Context: an optimization exercise on an open-source flow, tuned for small area, a short achievable clock period and few clock cycles per item. The choices shown serve that exercise and are no tape-out recipe. RTL that was checked went through simulation tests only; none was proved equivalent to the original.

==> inputs of job 9172 <==
// vrm_alu
module vrm_alu (
    input  wire        clk,
    input  wire        rst,         
    input  wire        in_valid,
    output wire        in_ready,
    input  wire [2:0]  op,          
    input  wire [39:0] tmp,         
    input  wire [39:0] mem,         
    output reg         out_valid,
    output reg  [39:0] res,         
    output reg  [1:0]  status,      
    output reg  [1:0]  cmp          
);
==> flow/config.mk <==
export PLATFORM = sky130hd
export DESIGN_NAME = vrm_alu
export DESIGN_NICKNAME = vrm_alu
export VERILOG_FILES = /design/flow/design.v
export SDC_FILE = /design/flow/constraint.sdc
export NUM_CORES = 4
export LEC_CHECK = 0
export ABC_AREA = 1
export CAP_MARGIN = 20
export CORE_MARGIN = 2
export CORE_UTILIZATION = 40
export SLEW_MARGIN = 20
==> flow/constraint.sdc <==
create_clock -name core_clock -period 12.0 [get_ports {clk}]
set_input_delay 2.4000 -clock core_clock [delete_from_list [all_inputs] [get_ports {clk}]]
set_output_delay 2.4000 -clock core_clock [all_outputs]
set_load 0.01 [all_outputs]
standard.sh (not shown) runs the stock make flow with config.mk's settings and CLKGATE_MAP_FILE= SYNTH_SCRIPT=/design/flow/synth_recipe.tcl, a recipe that flattens the netlist after the stock synthesis.
==> flow/flow/run.sh <==
#!/bin/bash
set -euo pipefail
bash standard.sh SETUP_SLACK_MARGIN=6 "BUFFER_PORTS_ARGS=-buffer_cell sky130_fd_sc_hd__buf_2" finish > standard_make.log 2>&1
==> inputs of job 4127, as changes to job 9172 <==
--- a/flow/design.v
+++ b/flow/design.v
@@ -210,39 +210,35 @@
     wire [23:0] ea  = (state == S_A) ? x8 : x2;
     wire [23:0] eb  = (state == S_A) ? x4 : x1;      
     wire [20:0] ua, ub;
     vrm_bcd_as u_ua (.p(q), .e(ea), .sub(sub_r), .r(ua));
     vrm_bcd_as u_ub (.p(q), .e(eb), .sub(sub_r), .r(ub));
     wire [3:0]  dig = (pos == 3'd0) ? th[3:0]   : (pos == 3'd1) ? th[7:4] :
                       (pos == 3'd2) ? th[11:8]  : (pos == 3'd3) ? th[15:12] : th[19:16];
-    wire        ge1 = ge24({4'd0, q}, x1);
-    wire        ge2 = ge24({4'd0, q}, x2);
-    wire        ge4 = ge24({4'd0, q}, x4);
-    wire        ge8 = ge24({4'd0, q}, x8);
-    wire        restart = first & sub_r & (state == S_B) & ge4;
+    wire        restart = first & sub_r & (state == S_B) & ge24({4'd0, q}, x4);
     wire        ta  = (state == S_C) | restart ? 1'b0 :
-                      (state == S_A) ? (sub_r ? ge8 : dig[3]) : (sub_r ? ge2 : dig[1]);
-    wire        tb  = restart ? 1'b0 :
-                      (state == S_A) ? (sub_r ? ge4 : dig[2]) : (sub_r ? ge1 : (state == S_B) ? dig[0] : 1'b1);
+                      sub_r ? ~ua[20] : ((state == S_A) ? dig[3] : dig[1]);
+    wire        tb  = restart ? 1'b0 : sub_r ? ~ub[20] :
+                      ((state == S_A) ? dig[2] : (state == S_B) ? dig[0] : 1'b1);
     wire [19:0] sel = ta ? ua[19:0] : tb ? ub[19:0] : q;
     wire        sel_ovf = is_mul & ((ta & ua[20]) | (~ta & tb & ub[20]));
     wire        need_c = (state == S_B) & ta & (sub_r | dig[0]);
-    wire        q_lt_x  = ~ge1;
+    wire        q_lt_x  = ~ge24({4'd0, q}, x1);
     wire        a_end   = (state == S_A) & (sub_r ? q_lt_x : ~(dig[1] | dig[0]));
     wire        pos_end = (state == S_C) | ((state == S_B) & ~need_c & ~restart) | a_end;
     wire [3:0]  dig_nx = (pos == 3'd1) ? th[3:0]  : (pos == 3'd2) ? th[7:4] :
                          (pos == 3'd3) ? th[11:8] : th[15:12];
     wire        nx_b   = ~sub_r & ~(dig_nx[3] | dig_nx[2]);
     wire        done    = pos_end & (pos == 3'd0);
     wire [19:0] qd_old = first ? 20'd0 : lo_nibs(res);
     wire [19:0] qd_new = (state == S_A) ? {qd_old[15:0], ta, ~ta & tb, 2'b00} :
                          (state == S_B) ? {qd_old[19:2], ta, ~ta & tb} :
                                           {qd_old[19:1], tb};
     wire        ovf_all = ovf | sel_ovf | (pos_end & (pos != 3'd0) & (sel[19:16] != 4'd0));
-    wire        q_lt_2x = ~ge2;
+    wire        q_lt_2x = ~ge24({4'd0, q}, x2);
     assign in_ready = (state == S_IDLE) |
                       ((pos == 3'd0) & ((state == S_C) |
                                         ((state == S_B) & (sub_r ? q_lt_2x : ~(dig[1] & dig[0]))) |
                                         ((state == S_A) & (sub_r ? q_lt_x  : ~(dig[1] | dig[0])))));
     wire accept = in_valid & in_ready;
     reg [39:0] res1;
     reg [1:0]  st1;
--- a/flow/config.mk
+++ b/flow/config.mk
@@ -5,8 +5,9 @@
 export SDC_FILE = /design/flow/constraint.sdc
 export NUM_CORES = 4
 export LEC_CHECK = 0
 export ABC_AREA = 1
 export CAP_MARGIN = 20
 export CORE_MARGIN = 2
 export CORE_UTILIZATION = 40
+export CTS_BUF_LIST = sky130_fd_sc_hd__clkbuf_8
 export SLEW_MARGIN = 20
==> flow_summary.yaml <==
status:
  status: "no timing/DRC/antenna violations"
floorplan:
  die_y_um: 203
grt:
  use_met1_pct: 40.7
  use_met3_pct: 3.84
-- figures above: job 9172

==> flow_summary.yaml <==
grt:
  use_met1_pct: 42.5
clocking:
  clk_path_buf_depth: 2
floorplan:
  die_y_um: 198
status:
  status: "no timing/DRC/antenna violations"
min_path:
  hold_path_depth: 0
  whs_endpoint: "cmp[0]"
detailed_routing:
  drt_iter0_markers: 2068
-- figures above: job 4127

Testbench counts of job 4127, summed over its fixed seeds: cycles 7,696, ops 4,800.
Only the layout flow was run in job 9172; the RTL was not checked for function there.

-- port drivers added, routing unchanged --
How much do the figures lean on ideal ports? The routed layouts below were timed once more, with nothing changed but the port constraints. Step 1, drivers: a clkbuf_16 drives clk and a buf_2 each remaining input, both assumed. Step 2, shift: input delay + t, output delay - t, t = (earliest + latest rising clock arrival at the registers) / 2. This alone moves slack from input paths to output paths. Three values: no drivers, after step 1, after step 2; two values: the first two.
| run | t, ns | setup slack, ns | hold slack, ns | slew at the worst register clock pin (ns) | cell pins on the clock port's net |
|---|---|---|---|---|---|
| job 9172 | 0.479 | 6.115 / 6.081 / 5.952 | 0.345 / 0.345 / 0.345 | 0.07 / 0.07 | 1 |
| job 4127 | 0.530 | 6.099 / 6.056 / 5.712 | 0.353 / 0.353 / 0.353 | 0.10 / 0.10 | 1 |
After both steps every run listed still meets setup and hold. For job 4127, which loses most, drivers alone change the setup slack by -0.043 ns; drivers and shift together by -0.387 ns.
